This design comes from an exercise in tuning for small area, a short achievable clock period and few clock cycles on the open sky130 flow, not from production work. Only simulation tests tie the RTL to the original design; equivalence was not proved. No activity file was given, so power comes from the tool's default toggle rates.

Design gpusim_bs, start of the top module:
module gpusim_bs (
    input  wire        clk,
    input  wire        rst,           
    input  wire        cmd_valid,
    output wire        cmd_ready,
    input  wire [3:0]  cmd_op,
    input  wire [7:0]  cmd_a,
    input  wire [7:0]  cmd_b,
    input  wire [7:0]  cmd_c,
    output wire        rsp_valid,
    output wire [3:0]  rsp_kind,
    output wire [1:0]  rsp_space,
    output wire [15:0] rsp_info,
    input  wire [7:0]  rd_addr,
    output wire [7:0]  rd_data,
    input  wire [2:0]  rd_reg,
    output wire [7:0]  rd_reg_data,
    output wire [7:0]  pc_o,
    output wire [7:0]  pend_o,
    output wire [1:0]  ctrl_o
);
Size: roughly 100 I/O pins, ~0.038 mm2 of cells after synthesis.
Settings: LEC_CHECK=0, CAP_MARGIN=20, CORE_MARGIN=2, CORE_UTILIZATION=45, SETUP_SLACK_MARGIN=5, SLEW_MARGIN=20, TNS_END_PERCENT=0; clock period 10.0 ns.
run.sh (not shown) runs the stock make flow with config.mk's settings and CLKGATE_MAP_FILE= SYNTH_SCRIPT=/design/flow/synth_recipe.tcl, a recipe that flattens the netlist after the stock synthesis.
The starting point finished with timing, DRC and antenna clean.
Testbench counts at the start, summed over its fixed seeds: cycles 15,730.
Then changed:
- CORE_UTILIZATION: 45 -> 40
- CTS_BUF_LIST: unset -> sky130_fd_sc_hd__clkbuf_8
=> The changed run passed the timing, DRC and antenna checks; first-iteration DRC count came out lower by 3.3%; clock-buffer cell count came out higher by 31; core utilization came out lower by 6.1 points; routed wire length came out higher by 7.2%; area after synthesis stays the same; sequential power came out higher by about 1%; critical path depth stays the same.

---

the baseline:
Another version of the RTL of gpusim_bs (not shown whole).
For scale: about 2800 cells after synthesis, about 650 flip-flops, about 100 I/O pins.
Settings: LEC_CHECK=0, CAP_MARGIN=20, CORE_MARGIN=2, CORE_UTILIZATION=45, SETUP_SLACK_MARGIN=5, SLEW_MARGIN=20, TNS_END_PERCENT=0; clock period 10.0 ns.
The final layout from the baseline, which completed every stage, passed the timing, DRC and antenna checks at the end of the flow.
Testbench counts of the baseline, summed over its fixed seeds: cycles 18,863.
Relative to the baseline, the following input files were edited for the candidate:
- CORE_UTILIZATION changed from 45 to 40
- CTS_BUF_LIST newly set to sky130_fd_sc_hd__clkbuf_8
Results
- The candidate: PASS, flow complete, no timing, DRC or antenna violations
- [compare] base=the baseline new=the candidate: well tap count climbed 100, total design power dropped 0.00026 W, net switching fraction of the power climbed 2.2 points.
- The candidate vs the baseline: multi-input gate share of the layout cell area up in the candidate
- Power consumed by combinational cells: the candidate vs the baseline, no meaningful difference
- Relative to the baseline, the layout cell share with drive strength beyond 1 of the candidate is higher by 0.84 points.
- Internal power shrinks by a few percent when moving from the baseline to the candidate.
- The candidate: worst path setup slack after routing 0.038 ns above the baseline
- The worst hold margin on the candidate is in line with that on the baseline.

---

## rev 12
gpusim_bs, a different RTL version from the one above (not shown whole).
## gpusim_bs
module gpusim_bs (
    input  wire        clk,
    input  wire        rst,           
    input  wire        cmd_valid,
    output wire        cmd_ready,
    input  wire [3:0]  cmd_op,
    input  wire [7:0]  cmd_a,
    input  wire [7:0]  cmd_b,
    input  wire [7:0]  cmd_c,
    output wire        rsp_valid,
    output wire [3:0]  rsp_kind,
    output wire [1:0]  rsp_space,
    output wire [15:0] rsp_info,
    input  wire [7:0]  rd_addr,
    output wire [7:0]  rd_data,
    input  wire [2:0]  rd_reg,
    output wire [7:0]  rd_reg_data,
    output wire [7:0]  pc_o,
    output wire [7:0]  pend_o,
    output wire [1:0]  ctrl_o
);
make LEC_CHECK=0 CAP_MARGIN=20 CORE_MARGIN=2 CORE_UTILIZATION=40 CTS_BUF_LIST=sky130_fd_sc_hd__clkbuf_8 SETUP_SLACK_MARGIN=5 SLEW_MARGIN=20 TNS_END_PERCENT=0 finish   # period 10.0 ns
Rev 12 reached the end of the flow, and the finished layout is clean on the timing, DRC and antenna checks.
Testbench counts of rev 12, summed over its fixed seeds: cycles 15,673.
Modified inputs, rev 13 compared to rev 12
-- flow/config.mk --
<<< rev 12, line 10
export CORE_UTILIZATION = 40
export CTS_BUF_LIST = sky130_fd_sc_hd__clkbuf_8
export SETUP_SLACK_MARGIN = 5
>>> rev 13, line 10
export CORE_UTILIZATION = 40
export SETUP_SLACK_MARGIN = 5
## What came out
Both conditions hold for rev 13: the flow ran to the end and the final layout passed the timing, DRC and antenna checks. Cmp rev 13 vs rev 12: number of nets in the finished design lower in rev 13. Compared with rev 12, switching power in rev 13 increased slightly. Going from rev 12 to rev 13, the number of clock buffer instances in the layout was found to have gone down by about 20%. In terms of routed length on met1, rev 13 and rev 12 differ only marginally. As far as area taken by flip-flops and latches is concerned, rev 12 and rev 13 perform about the same. Changes observed in rev 13 relative to rev 12: power increased by about 4% relative to the old numbers; transition time at the pin with the least slew margin increased by 0.099 ns relative to the old numbers; part of the power in combinational logic decreased by 1.2 points relative to the old numbers.

-- what the ideal ports hide --
No port has a modelled driver above. Below, the same layouts with a new extraction and two added sets of constraints. Step 1, drivers: a clkbuf_16 drives clk and a buf_2 each remaining input, both assumed. Step 2 times the ports against the registers' clock, not the clock port: input delays grow and output delays shrink by t, the midpoint of the rising clock arrivals with the driver on. Three values: no drivers, after step 1, after step 2; two values: the first two.
| run | t (ns) | setup WS [ns] | cell pins on the clock port's net |
|---|---|---|---|
| the first run of note 1 | 0.744 | 3.616 / 3.628 / 2.884 | 1 |
| the second run of note 1 | 0.905 | 3.791 / 3.738 / 3.077 | 1 |
| the baseline | 0.716 | 3.904 / 3.850 / 3.418 | 1 |
| the candidate | 0.835 | 3.942 / 3.893 / 3.561 | 1 |
| rev 12 | 0.897 | 3.608 / 3.548 / 2.903 | 1 |
| rev 13 | 0.748 | 3.622 / 3.592 / 3.048 | 1 |
After both steps every run listed still meets setup and hold. For the first run of note 1, which loses most, drivers alone change the setup slack by +0.012 ns; drivers and shift together by -0.732 ns.
